This design comes from an exercise in tuning for small area on the open sky130 flow, not from production work. At most, simulation tests tie the RTL to the original design; equivalence was not proved. The clock port is modelled as an ideal driver; clocking choices that lean on that would not hold on a real chip. Power is estimated from default activity; no workload was simulated.

==> flow/design.v <==
module pi6502_orch (
    input  wire        clk,
    input  wire        rst,           
    output wire        cpu_clk,
    output wire        cpu_rst,       
    input  wire        cpu_rw,        
    input  wire [15:0] cpu_addr,
    input  wire [7:0]  cpu_din,       
    output wire [7:0]  cpu_dout,      
    output wire        cpu_doe,       
    output wire        mem_en,
    output wire        mem_we,
    output wire [15:0] mem_addr,
    output wire [7:0]  mem_wdata,
    input  wire [7:0]  mem_rdata,
    output wire        key_poll,
    input  wire        key_valid,
    input  wire [7:0]  key_code,
    output wire        con_valid,
    output wire [1:0]  con_kind,      
    output wire [6:0]  con_char,
    output wire        rej_valid,
    output wire [15:0] rej_addr,
    output wire [7:0]  rej_data
);
    reg  [10:0] c;       
    reg         bus;     
    reg         f;       
    wire ends   = c[7] & c[6] & c[2] & c[1] & c[0];
    wire poll   = bus & ends;                                    
    wire seqend = ends & c[10] & c[9] & c[8] & c[3];             
    wire use_cpu = bus & c[1] & ~c[0];                           
    wire is_kbd  = (cpu_addr == 16'hD010);
    wire is_dsp  = (cpu_addr == 16'hD012);
    wire is_brom = (cpu_addr[15:8] == 8'hFF);
    wire is_rom  = (cpu_addr[15:12] == 4'hE) || is_brom;
    wire kbd_rd  = cpu_rw & is_kbd;
    wire wr      = ~cpu_rw & use_cpu;
    wire [6:0] dsp_c     = cpu_din[6:0];
    wire       dsp_drop  = (dsp_c == 7'h00) || (dsp_c == 7'h7F) || (dsp_c == 7'h0A);
    wire       dsp_break = (dsp_c == 7'h0D);
    wire key_is_reset = (key_code == 8'h52) || (key_code == 8'h72);
    wire key_lf       = (key_code == 8'h0A);
    wire [6:0] key_norm = key_lf ? 7'h0D : key_code[6:0];
    wire keystore     = poll & key_valid & ~key_is_reset;
    wire notice       = poll & key_valid & key_is_reset;
    assign cpu_clk  = c[0] | (bus & c[1]);
    assign cpu_rst  = ~(c[10] | c[9] | c[8] | (c[7] & c[6] & (c[5] | c[4] | c[3])));   
    assign cpu_doe  = cpu_rw;
    assign cpu_dout = mem_rdata;
    assign mem_en   = 1'b1;
    assign mem_we   = f
                    | (bus & c[0] & (kbd_rd | keystore))
                    | (wr & ~is_rom & ~is_dsp);
    assign mem_addr = use_cpu ? cpu_addr : {14'b1101_0000_0001_00, f & c[0], ~c[1]};
    assign mem_wdata = ({8{use_cpu}} & cpu_din)
                     | ({8{keystore}} & {1'b1, key_norm})
                     | {f & bus, 7'b0};
    assign key_poll  = poll;
    assign con_valid = (wr & is_dsp & ~dsp_drop) | notice;
    assign con_kind  = {c[0], dsp_break & ~c[0]};
    assign con_char  = dsp_c;
    assign rej_valid = wr & is_brom;
    assign rej_addr  = {8'hFF, cpu_addr[7:0]};    
    assign rej_data  = cpu_din;
    always @(posedge clk) begin
        if (rst) begin
            c   <= 11'd0;
            bus <= 1'b0;
            f   <= 1'b1;
        end else begin
            c   <= (poll | seqend) ? 11'd0 : c + 11'd1;
            if (seqend)
                bus <= 1'b1;
            else if (notice)
                bus <= 1'b0;
            f   <= keystore | (f & ~bus & ~(c[1] & c[0]));
        end
    end
endmodule
Settings: LEC_CHECK=0, CAP_MARGIN=20, CORE_MARGIN=2, CORE_UTILIZATION=25, SLEW_MARGIN=20; clock period 5.0 ns.
standard.sh (not shown) runs the stock make flow with config.mk's settings and CLKGATE_MAP_FILE= SYNTH_SCRIPT=/design/flow/synth_recipe.tcl, a recipe that flattens the netlist after the stock synthesis.
==> flow/flow/run.sh <==
#!/bin/bash
# Standard synthesis, its gates re-mapped for area (flip-flops untouched), then
# the standard layout with the smallest buffer cell on the ports and a clock
# tree of one buffer. Each tool writes its full output to a log of its own here.
set -euo pipefail
export BUFFER_PORTS_ARGS="-buffer_cell sky130_fd_sc_hd__buf_1"
export SKIP_REPAIR_TIE_FANOUT=1
export CLKROOT_CELL=sky130_fd_sc_hd__clkbuf_8
export PRE_CTS_TCL="$PWD/flow/clkroot.tcl"
export CTS_ARGS="-clk_nets clk -repair_clock_nets -dont_use_dummy_load"
R=orfs/results/${FLOW_PLATFORM}/pi6502_orch/base
bash standard.sh synth > standard_synth.log 2>&1
cp $R/1_2_yosys.v standard_1_2_yosys.v
REOPT_IN=standard_1_2_yosys.v REOPT_OUT=reopt_1_2_yosys.v yosys -c flow/reopt.tcl > reopt_yosys.log 2>&1
cp reopt_1_2_yosys.v $R/1_2_yosys.v
bash standard.sh > standard_flow.log 2>&1
Other scripts of this flow, unchanged in this note and not shown: flow/flow/abc1.script, flow/flow/abc2.script, flow/flow/abc3.script, flow/flow/abc4.script, flow/flow/abc5.script, flow/flow/abc6.script, flow/flow/abc7.script, flow/flow/clkroot.tcl, flow/flow/dont_use.txt, flow/flow/reopt.tcl
Change:
--- a/flow/design.v
+++ b/flow/design.v
@@ -27,8 +27,8 @@
     reg         bus;     
     reg         f;       
-    wire ends   = c[7] & c[6] & c[2] & c[1] & c[0];
-    wire poll   = bus & ends;                                    
-    wire seqend = ends & c[10] & c[9] & c[8] & c[3];             
-    wire use_cpu = bus & c[1] & ~c[0];                           
+    wire ends    = c[8] & c[7] & c[3] & c[2] & c[1] & c[0];
+    wire poll    = bus & ends;                              
+    wire seqend  = ends & c[10] & c[9] & c[6];               
+    wire use_cpu = bus & c[2] & c[1] & ~c[0];                
     wire is_kbd  = (cpu_addr == 16'hD010);
     wire is_dsp  = (cpu_addr == 16'hD012);
@@ -45,13 +45,13 @@
     wire keystore     = poll & key_valid & ~key_is_reset;
     wire notice       = poll & key_valid & key_is_reset;
-    assign cpu_clk  = c[0] | (bus & c[1]);
-    assign cpu_rst  = ~(c[10] | c[9] | c[8] | (c[7] & c[6] & (c[5] | c[4] | c[3])));   
+    assign cpu_clk  = bus ? c[2] : c[0];
+    assign cpu_rst  = bus | ~(c[10] | c[9] | c[8] | (c[7] & c[6] & (c[5] | c[4] | c[3])));   
     assign cpu_doe  = cpu_rw;
     assign cpu_dout = mem_rdata;
     assign mem_en   = 1'b1;
     assign mem_we   = f
-                    | (bus & c[0] & (kbd_rd | keystore))
+                    | (bus & c[1] & c[0] & (kbd_rd | keystore))
                     | (wr & ~is_rom & ~is_dsp);
-    assign mem_addr = use_cpu ? cpu_addr : {14'b1101_0000_0001_00, f & c[0], ~c[1]};
+    assign mem_addr = use_cpu ? cpu_addr : {14'b1101_0000_0001_00, f & c[0], ~c[2]};
     assign mem_wdata = ({8{use_cpu}} & cpu_din)
                      | ({8{keystore}} & {1'b1, key_norm})
@@ -75,5 +75,5 @@
             else if (notice)
                 bus <= 1'b0;
-            f   <= keystore | (f & ~bus & ~(c[1] & c[0]));
+            f   <= keystore | (f & ~bus & ~(c[2] & c[0]));
         end
     end
Outcome: The changed run finished with timing, DRC and antenna clean. Design area came out higher by about 1.3%. Die area rises by about 1.1%. Sequential power barely changes. Area after synthesis climbs by about 1.2%. Total power drops by 0.69%. Clock power went down by about 2%. Worst setup slack got worse by 0.35 ns. Synthesized cell count increases by 5.7%. Worst hold slack got worse by 0.016 ns.


// pi6502_orch: RTL as listed in full above, without the edits since
export LEC_CHECK = 0
export CAP_MARGIN = 20
export CORE_MARGIN = 2
export CORE_UTILIZATION = 25
export SLEW_MARGIN = 20
create_clock -name core_clock -period 5.0 [get_ports {clk}]
==> flow/flow/run.sh <==
#!/bin/bash
# Standard synthesis, its gates re-mapped for area (flip-flops untouched), then
# the standard layout with the smallest buffer cell on the ports and a clock
# tree of one buffer. Each tool writes its full output to a log of its own here.
set -euo pipefail
export BUFFER_PORTS_ARGS="-buffer_cell sky130_fd_sc_hd__buf_1"
export SKIP_REPAIR_TIE_FANOUT=1
export CLKROOT_CELL=sky130_fd_sc_hd__clkbuf_4
export PRE_CTS_TCL="$PWD/flow/clkroot.tcl"
export CTS_ARGS="-clk_nets clk -repair_clock_nets -dont_use_dummy_load"
R=orfs/results/${FLOW_PLATFORM}/pi6502_orch/base
bash standard.sh synth > standard_synth.log 2>&1
cp $R/1_2_yosys.v standard_1_2_yosys.v
REOPT_IN=standard_1_2_yosys.v REOPT_OUT=reopt_1_2_yosys.v yosys -c flow/reopt.tcl > reopt_yosys.log 2>&1
cp reopt_1_2_yosys.v $R/1_2_yosys.v
bash standard.sh > standard_flow.log 2>&1
Other scripts of this flow, unchanged in this note and not shown: flow/flow/abc1.script, flow/flow/abc2.script, flow/flow/abc3.script, flow/flow/abc4.script, flow/flow/abc5.script, flow/flow/abc6.script, flow/flow/abc7.script, flow/flow/clkroot.tcl, flow/flow/dont_use.txt, flow/flow/reopt.tcl
The starting point completed with no timing, DRC or antenna violations.
==> next run, changes <==
--- a/flow/design.v
+++ b/flow/design.v
@@ -24,14 +24,14 @@
     output wire [7:0]  rej_data
 );
     reg  [10:0] c;       
     reg         bus;     
     reg         f;       
-    wire ends   = c[7] & c[6] & c[2] & c[1] & c[0];
-    wire poll   = bus & ends;                                    
-    wire seqend = ends & c[10] & c[9] & c[8] & c[3];             
-    wire use_cpu = bus & c[1] & ~c[0];                           
+    wire ends    = c[8] & c[7] & c[3] & c[2] & c[1] & c[0];
+    wire poll    = bus & ends;                              
+    wire seqend  = ends & c[10] & c[9] & c[6];               
+    wire use_cpu = bus & c[2] & c[1] & ~c[0];                
     wire is_kbd  = (cpu_addr == 16'hD010);
     wire is_dsp  = (cpu_addr == 16'hD012);
     wire is_brom = (cpu_addr[15:8] == 8'hFF);
     wire is_rom  = (cpu_addr[15:12] == 4'hE) || is_brom;
     wire kbd_rd  = cpu_rw & is_kbd;
@@ -42,19 +42,19 @@
     wire key_is_reset = (key_code == 8'h52) || (key_code == 8'h72);
     wire key_lf       = (key_code == 8'h0A);
     wire [6:0] key_norm = key_lf ? 7'h0D : key_code[6:0];
     wire keystore     = poll & key_valid & ~key_is_reset;
     wire notice       = poll & key_valid & key_is_reset;
-    assign cpu_clk  = c[0] | (bus & c[1]);
-    assign cpu_rst  = ~(c[10] | c[9] | c[8] | (c[7] & c[6] & (c[5] | c[4] | c[3])));   
+    assign cpu_clk  = bus ? c[2] : c[0];
+    assign cpu_rst  = bus | ~(c[10] | c[9] | c[8] | (c[7] & c[6] & (c[5] | c[4] | c[3])));   
     assign cpu_doe  = cpu_rw;
     assign cpu_dout = mem_rdata;
     assign mem_en   = 1'b1;
     assign mem_we   = f
-                    | (bus & c[0] & (kbd_rd | keystore))
+                    | (bus & c[1] & c[0] & (kbd_rd | keystore))
                     | (wr & ~is_rom & ~is_dsp);
-    assign mem_addr = use_cpu ? cpu_addr : {14'b1101_0000_0001_00, f & c[0], ~c[1]};
+    assign mem_addr = use_cpu ? cpu_addr : {14'b1101_0000_0001_00, f & c[0], ~c[2]};
     assign mem_wdata = ({8{use_cpu}} & cpu_din)
                      | ({8{keystore}} & {1'b1, key_norm})
                      | {f & bus, 7'b0};
     assign key_poll  = poll;
     assign con_valid = (wr & is_dsp & ~dsp_drop) | notice;
@@ -72,9 +72,9 @@
             c   <= (poll | seqend) ? 11'd0 : c + 11'd1;
             if (seqend)
                 bus <= 1'b1;
             else if (notice)
                 bus <= 1'b0;
-            f   <= keystore | (f & ~bus & ~(c[1] & c[0]));
+            f   <= keystore | (f & ~bus & ~(c[2] & c[0]));
         end
     end
 endmodule
After rerunning: Setup slack loses 0.32 ns. Fmax went down by 8.3%. Die area is higher by 1.1%. Wire length is lower by 8.7%. Cell count is higher by 4.2%. Global-route usage fell by 0.98 points. Synthesized area climbs by 1.2%. Final area increases by 1.3%.


== the previous run ==
Another version of the RTL of pi6502_orch (not shown whole).
Size in the first run: about 160 cells after synthesis, about 120 I/O pins, about 0.0012 mm^2 of cells after synthesis.
==> module pi6502_orch, before the edit <==
module pi6502_orch (
    input  wire        clk,
    input  wire        rst,           
    output wire        cpu_clk,
    output wire        cpu_rst,       
    input  wire        cpu_rw,        
    input  wire [15:0] cpu_addr,
    input  wire [7:0]  cpu_din,       
    output wire [7:0]  cpu_dout,      
    output wire        cpu_doe,       
    output wire        mem_en,
    output wire        mem_we,
    output wire [15:0] mem_addr,
    output wire [7:0]  mem_wdata,
    input  wire [7:0]  mem_rdata,
    output wire        key_poll,
    input  wire        key_valid,
    input  wire [7:0]  key_code,
    output wire        con_valid,
    output wire [1:0]  con_kind,      
    output wire [6:0]  con_char,
    output wire        rej_valid,
    output wire [15:0] rej_addr,
    output wire [7:0]  rej_data
);
    reg  [10:0] c;       
    reg         bus;     
    reg         f;       
    wire ends   = c[7] & c[6] & c[2] & c[1] & c[0];
    wire poll   = bus & ends;                                    
    wire seqend = ends & c[10] & c[9] & c[8] & c[3];             
    wire use_cpu = bus & c[1] & ~c[0];                           
    wire is_kbd  = (cpu_addr == 16'hD010);
    wire is_dsp  = (cpu_addr == 16'hD012);
    wire is_brom = (cpu_addr[15:8] == 8'hFF);
    wire is_rom  = (cpu_addr[15:12] == 4'hE) || is_brom;
    wire kbd_rd  = cpu_rw & is_kbd;
    wire wr      = ~cpu_rw & use_cpu;
    wire [6:0] dsp_c     = cpu_din[6:0];
    wire       dsp_drop  = (dsp_c == 7'h00) || (dsp_c == 7'h7F) || (dsp_c == 7'h0A);
    wire       dsp_break = (dsp_c == 7'h0D);
    wire key_is_reset = (key_code == 8'h52) || (key_code == 8'h72);
    wire key_lf       = (key_code == 8'h0A);
    wire [6:0] key_norm = key_lf ? 7'h0D : key_code[6:0];
    wire keystore     = poll & key_valid & ~key_is_reset;
    wire notice       = poll & key_valid & key_is_reset;
    assign cpu_clk  = c[0] | (bus & c[1]);
    assign cpu_rst  = ~(c[10] | c[9] | c[8] | (c[7] & c[6] & (c[5] | c[4] | c[3])));   
    assign cpu_doe  = cpu_rw;
    assign cpu_dout = mem_rdata;
    assign mem_en   = 1'b1;
    assign mem_we   = f
                    | (bus & c[0] & (kbd_rd | keystore))
                    | (wr & ~is_rom & ~is_dsp);
    assign mem_addr = use_cpu ? cpu_addr : {14'b1101_0000_0001_00, ~bus & c[0], ~c[1]};
    assign mem_wdata = ({8{use_cpu}} & cpu_din)
                     | ({8{keystore}} & {1'b1, key_norm})
                     | {f & bus, 7'b0};
    assign key_poll  = poll;
    assign con_valid = (wr & is_dsp & ~dsp_drop) | notice;
    assign con_kind  = {c[0], dsp_break & ~c[0]};
    assign con_char  = dsp_c;
    assign rej_valid = wr & is_brom;
    assign rej_addr  = {8'hFF, cpu_addr[7:0]};    
    assign rej_data  = cpu_din;
    always @(posedge clk) begin
        if (rst) begin
            c   <= 11'd0;
            bus <= 1'b0;
            f   <= 1'b1;
        end else begin
            c   <= (poll | seqend) ? 11'd0 : c + 11'd1;
            if (seqend)
                bus <= 1'b1;
            else if (notice)
                bus <= 1'b0;
            f   <= keystore | (f & ~bus & ~c[1]);
        end
    end
endmodule
==> flow/config.mk <==
export PLATFORM = sky130hd
export DESIGN_NAME = pi6502_orch
export DESIGN_NICKNAME = pi6502_orch
export VERILOG_FILES = /design/flow/design.v
export SDC_FILE = /design/flow/constraint.sdc
export NUM_CORES = 4
export LEC_CHECK = 0
export CAP_MARGIN = 20
export CORE_MARGIN = 2
export CORE_UTILIZATION = 25
export SLEW_MARGIN = 20
==> flow/constraint.sdc <==
create_clock -name core_clock -period 5.0 [get_ports {clk}]
set_input_delay 1.0000 -clock core_clock [delete_from_list [all_inputs] [get_ports {clk}]]
set_output_delay 1.0000 -clock core_clock [all_outputs]
set_load 0.01 [all_outputs]
==> flow/flow/run.sh <==
#!/bin/bash
# Standard synthesis, its gates re-mapped for area (flip-flops untouched), then
# the standard layout with the smallest buffer cell on the ports and a clock
# tree of one buffer. Each tool writes its full output to a log of its own here.
set -euo pipefail
export BUFFER_PORTS_ARGS="-buffer_cell sky130_fd_sc_hd__buf_1"
export SKIP_REPAIR_TIE_FANOUT=1
export CLKROOT_CELL=sky130_fd_sc_hd__buf_4
export PRE_CTS_TCL="$PWD/flow/clkroot.tcl"
export CTS_ARGS="-clk_nets clk -repair_clock_nets -dont_use_dummy_load"
R=orfs/results/${FLOW_PLATFORM}/pi6502_orch/base
bash standard.sh synth > standard_synth.log 2>&1
cp $R/1_2_yosys.v standard_1_2_yosys.v
REOPT_IN=standard_1_2_yosys.v REOPT_OUT=reopt_1_2_yosys.v yosys -c flow/reopt.tcl > reopt_yosys.log 2>&1
cp reopt_1_2_yosys.v $R/1_2_yosys.v
bash standard.sh > standard_flow.log 2>&1
RESULTS=$R openroad -no_init -exit flow/clkslew.tcl > clkslew.log 2>&1
slew=$(awk '/^CLKSLEW/{print $2}' clkslew.log)
if awk -v s="$slew" 'BEGIN{exit !(s == "" || s > 0.115)}'; then
  export CLKROOT_CELL=sky130_fd_sc_hd__clkbuf_8
  bash standard.sh clean_cts clean_route clean_finish > standard_clean.log 2>&1
  bash standard.sh > standard_flow2.log 2>&1
  RESULTS=$R openroad -no_init -exit flow/clkslew.tcl > clkslew2.log 2>&1
fi
Other scripts of this flow, unchanged in this note and not shown: flow/flow/abc1.script, flow/flow/abc2.script, flow/flow/abc3.script, flow/flow/abc4.script, flow/flow/abc5.script, flow/flow/abc6.script, flow/flow/abc7.script, flow/flow/abc8.script, flow/flow/abc9.script, flow/flow/abcA.script, flow/flow/abcB.script, flow/flow/clkroot.tcl, flow/flow/clkslew.tcl, flow/flow/dont_use.txt, flow/flow/reopt.tcl
--- input diff the previous run..the current run ---
--- a/flow/design.v
+++ b/flow/design.v
@@ -49,13 +49,13 @@
     assign cpu_doe  = cpu_rw;
     assign cpu_dout = mem_rdata;
     assign mem_en   = 1'b1;
     assign mem_we   = f
                     | (bus & c[0] & (kbd_rd | keystore))
                     | (wr & ~is_rom & ~is_dsp);
-    assign mem_addr = use_cpu ? cpu_addr : {14'b1101_0000_0001_00, ~bus & c[0], ~c[1]};
+    assign mem_addr = use_cpu ? cpu_addr : {14'b1101_0000_0001_00, f & c[0], ~c[1]};
     assign mem_wdata = ({8{use_cpu}} & cpu_din)
                      | ({8{keystore}} & {1'b1, key_norm})
                      | {f & bus, 7'b0};
     assign key_poll  = poll;
     assign con_valid = (wr & is_dsp & ~dsp_drop) | notice;
     assign con_kind  = {c[0], dsp_break & ~c[0]};
Findings:
Relative to the previous run, the placed wire-length estimate after detailed placement of the current run is higher by about 1.4%.
In the flow results for the current run and the previous run, the worst setup margin is larger on the current run.
Against the previous run, the current run comes in about 30% higher on first-iteration DRC count.
On clock-pin slew on the worst setup and hold paths, the current run and the previous run are neck and neck.
As far as overall die area is concerned, the current run and the previous run perform about the same.
Looking at the current run and the previous run, the signed area change from the synthesized netlist to the final layout is a wash.
In the tables for the current run and the previous run, delay of the slowest critical-path stage reads higher with the current run.
The routed length on met3 in the current run sits 8.4% below the value recorded for the previous run.
As far as utilization is concerned, the previous run and the current run perform about the same.
Lower total leakage power was reported by the current run, not the previous run.
The RTL of the previous run was laid out without a check of its function.

[static timing again, ports no longer ideal]
The results above use ideal ports. As a check the final layouts listed here were re-extracted and re-timed, cells and wires unchanged. Step 1 sets driving cells, clkbuf_16 on the clock port and buf_2 on the other inputs (assumed; they add their load-dependent delay and slew). Step 2, shift: input delay + t, output delay - t, t = (earliest + latest rising clock arrival at the registers) / 2. This alone moves slack from input paths to output paths. a / b / c = no drivers / after step 1 / after step 2; a / b = the first two.
run	t (ns)	setup slack, ns	latest minus earliest clock arrival (ns)
the first run of note 1	0.166	1.559 / 1.536 / 1.610	0.001 / 0.000
the second run of note 1	0.168	1.209 / 1.184 / 1.351	0.001 / 0.001
the first run of note 2	0.191	1.468 / 1.448 / 1.601	0.001 / 0.001
the second run of note 2	0.193	1.149 / 1.126 / 1.319	0.002 / 0.002
the previous run	0.161	1.489 / 1.469 / 1.469	0.000 / 0.000
the current run	0.164	1.518 / 1.500 / 1.592	0.001 / 0.001
After both steps setup and hold are still met in every run listed. For the previous run, which loses most, drivers alone change the setup slack by -0.020 ns; drivers and shift together by -0.020 ns.
